This design comes from an exercise in tuning for small area, a short achievable clock period and few clock cycles on the open sky130 flow, not from production work.
Function was checked by simulation only, so behaviour that the tests miss may differ from the original.

==> flow/design.v, too long to show whole: its modules and the start of the top module <==
// module gf_fmul: 46 lines
// module gf_fadd: 100 lines
// module gf_mul24: 1000 lines
// module gf_bk: 43 lines
// module goertzel_filter: 203 lines
module goertzel_filter (
    input  wire        clk,
    input  wire        rst,
    input  wire        in_valid,
    output wire        in_ready,
    input  wire [1:0]  in_op,
    input  wire [31:0] in_data,
    output reg         out_valid,
    output wire [31:0] out_mag,
    output reg         out_nonfinite
);
  // ...
==> flow/flow/run.sh <==
#!/bin/bash
set -e
echo "export SETUP_SLACK_MARGIN = 12" >> config.mk
bash standard.sh > standard.log 2>&1
==> flow/standard.sh <==
#!/bin/bash
# synth_recipe.tcl (not shown) runs the flow's synth.tcl, then flattens the netlist and writes it again
# the make line also repeats each setting of config.mk as NAME=value (left out here)
make -C /OpenROAD-flow-scripts/flow DESIGN_CONFIG=/design/flow/config.mk WORK_HOME=/design/flow/orfs CLKGATE_MAP_FILE= SYNTH_SCRIPT=/design/flow/synth_recipe.tcl "${@:-finish}"
==> flow/config.mk <==
export PLATFORM = sky130hd
export DESIGN_NAME = goertzel_filter
export DESIGN_NICKNAME = goertzel_filter
export VERILOG_FILES = /design/flow/design.v
export SDC_FILE = /design/flow/constraint.sdc
export NUM_CORES = 4
export LEC_CHECK = 0
export ABC_AREA = 1
export CAP_MARGIN = 20
export CORE_MARGIN = 2
export CORE_UTILIZATION = 55
export SLEW_MARGIN = 20
export TNS_END_PERCENT = 10
export SETUP_SLACK_MARGIN = 12
==> flow/constraint.sdc <==
create_clock -name core_clock -period 22.0 [get_ports {clk}]
set_input_delay 4.4000 -clock core_clock [delete_from_list [all_inputs] [get_ports {clk}]]
set_output_delay 4.4000 -clock core_clock [all_outputs]
set_load 0.01 [all_outputs]
==> results.toml, run 1 <==
[synthesis]
syn-num-nets = 7227
syn_area_per_cell_um2 = 6.926
synthSimpleGateAreaFrac_pct = 21.18

[placed_design]
place_congestion = 1.036

[worst_hold_path]
min_path_cells = 2

[final_layout]
drive_gt1_share_pct = 12.92
inverters = 1025
regArea_um2 = 7596
multi_input_cells = 4986
largest_class = "multi-input combinational cells"

[critical_path]
r2r_slack_ns = 11.83
cp_top_family = "adder cells"
cp.depth = 53
critical_path.slowest_cell = "fa_2"
worstReg2RegEnd = "p[17]$_DFFE_PP_"

[sta]
layout_setup_ws_ns = 11.83
worstMarginPinSlew_ns = 1.163

[detailed_routing]
top_layer_used = "met5"
met2_length_um = 83050
drc = 0

[cts]
cts.clk_slew.worst_paths_ns = 0.07
clockBufferDepth = 3

[floorplan]
die_h_um = 293.0

[flow_run]
drv_cap = 0

[global_routing]
grt_pass1_wl_um = 283300

[status]
status = "finished clean"
Testbench counts, summed over its fixed seeds: cycles 41,534.
==> inputs of run 2 (changes only) <==
--- a/flow/config.mk
+++ b/flow/config.mk
@@ -10,5 +10,5 @@
 export CORE_MARGIN = 2
 export CORE_UTILIZATION = 55
 export SLEW_MARGIN = 20
-export TNS_END_PERCENT = 10
+export TNS_END_PERCENT = 0
 export SETUP_SLACK_MARGIN = 12
==> results.toml, run 2 <==
[synthesis]
yosysSeqAreaShare_pct = 16.50
synth_area_leader_cell = "fa_1"
synth_cell_types = 78
synthFlopType = "dfxtp_1"
synth_most_common_cell = "nand2_1"
syn-num-nets = 7227
synthTopCellsByCount = "nand2_1, inv_1, o21ai_0"
yosysTopAreaCellShare_pct = 12.73
synth_edf_count = 147
synth_area_leaders = "fa_1, edfxtp_1, nand2_1"
yosys_warnings = 15
synthCells = 6632
syn_area_per_cell_um2 = 6.926
synth-seq-cells = 305
syn_area_um2 = 45930
ys_async_sr_fraction_pct = 0

[floorplan]
pin_count = 72
die_h_um = 293.0
die_width_um = 293.0
start_util_pct = 55.76
rows = 105
core_um2 = 82370
die_area_um2 = 85840

[cts]
cts_made_buffers = 38
h-tree-depth = 2
clk_latency_ns = 0.59
cts.clk_slew.worst_paths_ns = 0.07
cts-hold-fix-buffers = 0
cts_tree = "built"
clockBufferDepth = 3
clockRootBuffer = "clkbuf_16"
clock_sinks = 305

[detailed_routing]
ant_nets = 0
drtPass1Iterations = 12
dr_total_vias = 50933
via_per_inst = 6.495
drt_iter0_drc = 7686
routed_wl_um = 198800
drc = 0
wl_per_cell_um = 25.35

[placed_design]
placed_cells = 7520
post-dp-hpwl_um = 141400
place_ws_ns = 8.599
place_congestion = 1.036
port-buffer-count = 70

[final_layout]
drive_gt1_share_pct = 12.70
post-route-util_pct = 64.39
final_nets = 7337
final_common_cell = "nand2_1"
final_cell_mix = "nand2_1, inv_1, o21ai_0"
area.growth.synth_to_final_pct = 15.48
instances_no_fill = 7842

[critical_path]
arrival_ns = 10.54
critical_path.slowest_cell = "fa_2"
crit_buf_inv = 12
cp-start-kind = "flop"
crit_type = "flop to flop"
cp.required_ns = 22.30
end_kind = "flop"
critPathMaxFanout = 11
cp_top_family = "adder cells"
max_stage_delay_ns = 0.54

[global_routing]
grt.overflow.total = 0
grtUsageTotal_pct = 43.14
grt_pass1_vias = 45754
grt_max_degree = 75
antenna_found_initial = 5
grt_pass1_wl_um = 283300

[sta]
setup_viol = 0
final_hold_viol_count = 0
fin_tns_setup_ns = 0
layout_setup_ws_ns = 11.76
fin_crit_ns = 10.24
slew_headroom_pct = 26.29
finalCritPeriodShare_pct = 46.55
rsz0062_at_grt = "true"
finalMaxSlewViolations = 0
worstMarginPinSlew_ns = 1.105
fin_skew_ns = 0.03855
timing.fmax_mhz = 97.64

[worst_hold_path]
hp-class = "flop to flop"

[status]
status = "finished clean"

[flow_run]
drv_cap = 0
## run 2: tightest hold or removal path: stages, from the launching register on
cell and delay (ns):
dfxtp_1 0.33, a21oi_1 0.06, nand2_1 0.05
## run 2: metal layers
layer / share of wire [%] / up-vias / global-route usage, % / wire length [µm]
li1: - / 22523 / - / -
met1: 37 / 23720 / 57.02 / 74160
met2: 41 / 3756 / 64.13 / 82320
met3: 14 / 930 / 13.17 / 28320
met4: 7.0 / 4 / 20.80 / 13960
met5: 0.010 / - / 0 / 20
## run 2: per-stage QoR
step	hold WS, ns	cell area [µm²]
after global routing	0.4913	53040
after CTS	0.4711	50190
after global placement	0.4510	47330
final	0.4719	53040
after floorplan	0.4160	45930
after detailed placement	0.4562	47330
## run 2: final timing paths
| kind | to | start | depth (start not counted) | slack (ns) |
|---|---|---|---|---|
| worst max-delay path | p[17]$_DFFE_PP_ | mb_q1$_DFF_P_ | 53 | 11.76 |
| worst min-delay path | coeff[34]$_SDFFE_PP1P_ | coeff[34]$_SDFFE_PP1P_ | 2 | 0.47 |
| worst max register to register | p[17]$_DFFE_PP_ | mb_q1$_DFF_P_ | 53 | 11.76 |
| worst min register to register | coeff[34]$_SDFFE_PP1P_ | coeff[34]$_SDFFE_PP1P_ | 2 | 0.47 |
## run 2: cell families (layout without fill, tap and decap cells)
kind of cell    after synthesis  after routing  synth area share [%]
mux                           3              3               0.06538
buf+inv                    1353           1482                 11.61
fa+ha+maj                   560            560                 20.02
other cells                   2              3               0.01635
compound gates             1662           1664                 21.26
flops                       305            305                 16.50
simple gates               2257           2265                 21.18
xor+xnor                    490            490                 9.360
## run 2: timing repair
item | CTS | global route
gates resized for setup | 229 | 331
buffers inserted | 59 | 147
endpoints found under the setup margin | 69 | 73
cloned | 23 | 23
endpoints found under the hold margin | 0 | 0
pin swaps | 20 | 122
## run 2: final cells by class
| type | instances | area (µm²) |
|---|---|---|
| clock inverter | 17 | 206.4 |
| timing repair buffer | 388 | 3709 |
| clock buffer | 52 | 1076 |
| timing repair inverter | 22 | 160.2 |
| multi-input combinational | 4984 | 34990 |
| inverter | 1003 | 3964 |
| fill | 7368 | 29330 |
| sequential | 305 | 7596 |
| antenna | 1 | 2.502 |
| tap | 1070 | 1339 |
==> inputs of run 3 (changes only) <==
==> flow/flow/run.sh (replaced) <==
#!/bin/bash
set -e
echo "export SETUP_SLACK_MARGIN = 13" >> config.mk
bash standard.sh > standard.log 2>&1
--- a/flow/config.mk
+++ b/flow/config.mk
@@ -10,5 +10,5 @@
 export CORE_MARGIN = 2
 export CORE_UTILIZATION = 55
 export SLEW_MARGIN = 20
-export TNS_END_PERCENT = 0
-export SETUP_SLACK_MARGIN = 12
+export TNS_END_PERCENT = 5
+export SETUP_SLACK_MARGIN = 13
==> results.toml, run 3 <==
[final_layout]
regArea_um2 = 7594
final_cell_mix = "nand2_1, inv_1, o21ai_0"
final_common_cell = "nand2_1"
multi_input_area_um2 = 35230
drive_gt1_share_pct = 13.45
final_nets = 7354
fillers = 7464
area.growth.synth_to_final_pct = 16.47
post-route-util_pct = 64.94

[global_routing]
grt_pass1_vias = 46849
grt_busiest_layer = "met2"
grtUsageTotal_pct = 43.98
grt.overflow.total = 0
grt_pass1_wl_um = 288900
met3_usage_pct = 13.33
grtUsageMet2_pct = 63.02
antenna_found_initial = 6
use_met1_pct = 58.61
grt_max_degree = 76

[floorplan]
die_area_um2 = 85840
rows = 105
core_um2 = 82370
pin_count = 72
die_h_um = 293.0
start_util_pct = 55.76
die_width_um = 293.0

[synthesis]
yosys_warnings = 15
synth_cell_types = 78
synth_most_common_cell = "nand2_1"
syn-num-nets = 7227
synth_area_leader_cell = "fa_1"
synth_edf_count = 147
synthTopCellsByCount = "nand2_1, inv_1, o21ai_0"
yosysTopAreaCellShare_pct = 12.73
synth-seq-cells = 305
synthFlopType = "dfxtp_1"
syn_area_um2 = 45930
syn_area_per_cell_um2 = 6.926
synth_area_leaders = "fa_1, edfxtp_1, nand2_1"
synthCells = 6632
ys_async_sr_fraction_pct = 0
yosysSeqAreaShare_pct = 16.50

[critical_path]
max_stage_delay_ns = 0.60
critical_path.slowest_cell = "fa_2"
r2r_start = "mb_q1$_DFF_P_"
critPathMaxFanout = 7
crit_type = "flop to flop"
startpoint = "mb_q1$_DFF_P_"
arrival_ns = 10.30
end_kind = "flop"
cp.required_ns = 22.32
cp-start-kind = "flop"
path_common_cell = "buf_4"

[cts]
cts-hold-fix-buffers = 0
cts.clk_slew.worst_paths_ns = 0.07
clockRootBuffer = "clkbuf_16"
clk_latency_ns = 0.58
h-tree-depth = 2
clock_sinks = 305
cts_made_buffers = 37
cts_tree = "built"
clockBufferDepth = 3

[sta]
fin_crit_ns = 9.977
rsz0062_at_grt = "true"
timing.fmax_mhz = 100.2
final_hold_viol_count = 0
slew_headroom_pct = 13.12
setup_viol = 0
fin_skew_ns = 0.03104
fin_tns_setup_ns = 0
finalMaxSlewViolations = 0
holdWs_ns = 0.4725
worstMarginPinSlew_ns = 1.290
finalCritPeriodShare_pct = 45.35

[detailed_routing]
routed_wl_um = 198500
drtPass1Iterations = 14
via_per_inst = 6.488
drt_iter0_drc = 7895
ant_nets = 0
dr_total_vias = 50993
wl_per_cell_um = 25.25
drc = 0

[worst_hold_path]
hp-class = "flop to flop"
min_from = "q2[36]$_SDFFE_PP0P_"

[placed_design]
post-dp-hpwl_um = 141600
place_congestion = 1.068
port-buffer-count = 70

[flow_run]
drv_cap = 0

[status]
status = "finished clean"
run 3: cell counts after synthesis:
No cell type changed its count.
run 3: area by class of cell:
class	instances	area share, %
timing repair inverter	13	0.1614
multi-input combinational	4983	65.86
timing repair buffer	416	7.662
inverter	1003	7.396
antenna	2	0.009356
tap	1070	2.503
clock inverter	21	0.3906
sequential	305	14.19
clock buffer	47	1.820
run 3: worst max-delay path, delay by kind of cell, from the launching register on:
kind / cells / cell delay [ns]
adder cells (fa/ha/maj): 9 / 3.61
AND/OR/NAND/NOR: 18 / 2.29
buffers and inverters: 14 / 1.65
AO/OA/AOI/OAI: 6 / 1.06
XOR/XNOR: 2 / 0.70
flip-flops: 1 / 0.37
run 3: cell families after synthesis:
| kind of cell | after synthesis | synth area share (%) |
|---|---|---|
| compound gates | 1662 | 21.26 |
| xor+xnor | 490 | 9.360 |
| fa+ha+maj | 560 | 20.02 |
| buf+inv | 1353 | 11.61 |
| flops | 305 | 16.50 |
| mux | 3 | 0.06538 |
| other cells | 2 | 0.01635 |
| simple gates | 2257 | 21.18 |
run 3: worst paths after layout:
path / endpoint / slack, ns / cells past startpoint
max: p[6]$_DFFE_PP_ / 12.02 / 49
min: ab[36]$_SDFF_PP0_ / 0.47 / 2
max reg2reg: p[6]$_DFFE_PP_ / 12.02 / 49
min reg2reg: ab[36]$_SDFF_PP0_ / 0.47 / 2
run 3: timing repair:
action	4_1_cts	5_1_grt
endpoints found under the hold margin	0	0
resized for setup	349	280
buffers inserted	124	111
cloned	26	11
setup endpoints to repair	78	80
pin swaps	80	115
run 3: per-stage QoR:
stage                     setup slack, ns  cells  cell area [µm²]
after floorplan                     12.67   6632            46050
after global placement              9.253   7515            47330
after detailed placement            9.177   7517            47350
after CTS                           12.36   7735            51270
after global routing                11.61   7858            53490
final                               12.02   7860            53500
run 3: routing by layer:
metal | part of all wire (%) | wire length (µm) | vias to the layer above
li1 | - | - | 22566
met1 | 38 | 75070 | 23711
met2 | 40 | 80300 | 3823
met3 | 14 | 28780 | 887
met4 | 7.2 | 14250 | 6
met5 | 0.049 | 97 | -
==> inputs of run 4 (changes only) <==
--- a/flow/config.mk
+++ b/flow/config.mk
@@ -8,7 +8,7 @@
 export ABC_AREA = 1
 export CAP_MARGIN = 20
 export CORE_MARGIN = 2
-export CORE_UTILIZATION = 55
+export CORE_UTILIZATION = 50
 export SLEW_MARGIN = 20
 export TNS_END_PERCENT = 5
 export SETUP_SLACK_MARGIN = 13
==> results.toml, run 4 <==
[final_layout]
instances_no_fill = 7942
area.growth.synth_to_final_pct = 15.14
post-route-util_pct = 57.87
drive_gt1_share_pct = 11.79
final_common_cell = "nand2_1"
final_nets = 7318
final_cell_mix = "nand2_1, inv_1, o21ai_0"
fillers = 8912

[global_routing]
grt_pass1_wl_um = 298800
grt_max_degree = 74
grt.overflow.total = 0
grt_pass1_vias = 46567
antenna_found_initial = 5
grtUsageTotal_pct = 41.85

[critical_path]
critPathMaxFanout = 11
r2r_start = "mb_q1$_DFF_P_"
worstReg2RegEnd = "p[35]$_DFFE_PP_"
max_stage_delay_ns = 0.59
crit_type = "flop to flop"
r2r_slack_ns = 11.77
end_kind = "flop"
arrival_ns = 10.59
path_common_cell = "nand2_1"
startpoint = "mb_q1$_DFF_P_"
r2r_cells = 54
timing.critical_path.to = "p[35]$_DFFE_PP_"
cp.required_ns = 22.36
critical_path.slowest_cell = "fa_2"
cp-start-kind = "flop"

[detailed_routing]
ant_nets = 0
drc = 0
via_per_inst = 6.331
drtPass1Iterations = 9
dr_total_vias = 50280
routed_wl_um = 204500
drt_iter0_drc = 6586
wl_per_cell_um = 25.76

[sta]
setup_viol = 0
fin_tns_setup_ns = 0
worstMarginPinSlew_ns = 1.203
fin_crit_ns = 10.23
timing.fmax_mhz = 97.74
slew_headroom_pct = 19.72
final_hold_viol_count = 0
rsz0062_at_grt = "true"
fin_skew_ns = 0.04679
finalMaxSlewViolations = 0
finalCritPeriodShare_pct = 46.51

[cts]
clock_sinks = 305
clk_latency_ns = 0.60
clockBufferDepth = 3
cts.clk_slew.worst_paths_ns = 0.06
cts_tree = "built"
cts_made_buffers = 37
h-tree-depth = 2
clockRootBuffer = "clkbuf_16"

[placed_design]
post-dp-hpwl_um = 148100
port-buffer-count = 70
placed_cells = 7643
place_congestion = 1.046

[synthesis]
yosys_warnings = 15
syn_area_per_cell_um2 = 6.926
syn-num-nets = 7227
synthTopCellsByCount = "nand2_1, inv_1, o21ai_0"
yosysSeqAreaShare_pct = 16.50
synth_area_leader_cell = "fa_1"
synth_most_common_cell = "nand2_1"
synth_area_leaders = "fa_1, edfxtp_1, nand2_1"
synthCells = 6632
syn_area_um2 = 45930
synthFlopType = "dfxtp_1"
yosysTopAreaCellShare_pct = 12.73
synth_edf_count = 147
synth-seq-cells = 305
synth_cell_types = 78
ys_async_sr_fraction_pct = 0

[flow_run]
drv_cap = 0

[floorplan]
die_h_um = 307.1
die_area_um2 = 94300
core_um2 = 91390
start_util_pct = 50.26
pin_count = 72
rows = 111
die_width_um = 307.1

[status]
status = "finished clean"

[worst_hold_path]
min_path_cells = 2
hp-class = "flop to flop"
run 4: kinds of logic after synthesis:
| family | after synthesis | synth area share (%) |
|---|---|---|
| compound gates | 1662 | 21.26 |
| xor+xnor | 490 | 9.360 |
| fa+ha+maj | 560 | 20.02 |
| buf+inv | 1353 | 11.61 |
| flops | 305 | 16.50 |
| mux | 3 | 0.06538 |
| other cells | 2 | 0.01635 |
| simple gates | 2257 | 21.18 |
run 4: cell type report:
class                      count  area (µm²)  area share, %
antenna                        6       15.01        0.02839
clock buffer                  51        1039          1.964
clock inverter                15       158.9         0.3005
inverter                    1003        3936          7.443
multi-input combinational   4988       34860          65.92
sequential                   305        7591          14.35
tap                         1186        1484          2.806
timing repair buffer         373        3686          6.970
timing repair inverter        15       116.4         0.2200
run 4: per-stage QoR:
| stage | cell area [µm²] | hold slack [ns] | setup slack, ns |
|---|---|---|---|
| after floorplan | 46050 | 0.4160 | 12.67 |
| after global placement | 47600 | 0.4516 | 8.818 |
| after detailed placement | 47600 | 0.4535 | 8.827 |
| after CTS | 52050 | 0.4743 | 12.09 |
| after global routing | 52870 | 0.4989 | 11.53 |
| final | 52890 | 0.4782 | 11.77 |
run 4: how the worst min path moves through the flow:
stage	startpoint	endpoint	slack, ns
3_3_place_gp	q2[32]$_SDFFE_PP0P_	ab[32]$_SDFF_PP0_	0.45
3_5_place_dp	q2[32]$_SDFFE_PP0P_	ab[32]$_SDFF_PP0_	0.45
6_report	coeff[34]$_SDFFE_PP1P_	coeff[34]$_SDFFE_PP1P_	0.48
2_1_floorplan	sq_busy$_SDFF_PP0_	sq_ld$_SDFF_PP0_	0.42
4_1_cts	q2[32]$_SDFFE_PP0P_	ab[32]$_SDFF_PP0_	0.47
5_1_grt	q2[36]$_SDFFE_PP0P_	ab[36]$_SDFF_PP0_	0.50
run 4: timing repair:
item / in CTS / in global routing
gates resized for setup: 397 / 111
setup buffers: 150 / 35
cloned: 35 / 7
hold buffers: 0 / 0
setup endpoints to repair: 81 / 81
pin swaps: 107 / 61
run 4: layer usage:
layer  up-vias  GRT usage, %  wire length, µm
met3       785         9.910            24230
met2      3254         62.43            85980
met4         4         25.09            15050
met1     23762         54.99            79210
met5         -             0               74
li1      22475             -                -
run 4: worst max-delay path, delay by kind of cell, from the launching register on:
family / cells / cell delay (ns)
xor+xnor: 2 / 0.38
flops: 1 / 0.39
compound gates: 8 / 1.30
buf+inv: 9 / 0.80
fa+ha+maj: 9 / 4.02
simple gates: 26 / 3.05

==> afterwards: timing with drivers on the ports <==
The results above use ideal ports. As a check the final layouts listed here were re-extracted and re-timed, cells and wires unchanged. Step 1 (the two cells are an assumption about what drives the block):
set clk [get_ports {clk}]
set_driving_cell -lib_cell sky130_fd_sc_hd__clkbuf_16 $clk
set_driving_cell -lib_cell sky130_fd_sc_hd__buf_2 [delete_from_list [all_inputs] $clk]
Step 2 adds t to the input delays and takes it off the output delays; t is the mean of the earliest and latest rising clock arrival at the registers after step 1. Input paths then give back, and output paths get back, about the clock's delay inside the block. Slacks: ideal ports / drivers / drivers and shift; pairs: ideal ports / drivers.
| run | t (ns) | setup WS [ns] | latest minus earliest clock arrival (ns) |
|---|---|---|---|
| run 1 | 0.643 | 11.825 / 11.825 / 11.825 | 0.041 / 0.041 |
| run 2 | 0.645 | 11.758 / 11.758 / 11.758 | 0.044 / 0.043 |
| run 3 | 0.644 | 12.023 / 12.023 / 12.023 | 0.034 / 0.034 |
| run 4 | 0.655 | 11.768 / 11.768 / 11.768 | 0.047 / 0.047 |
After both steps every run listed still meets setup and hold.
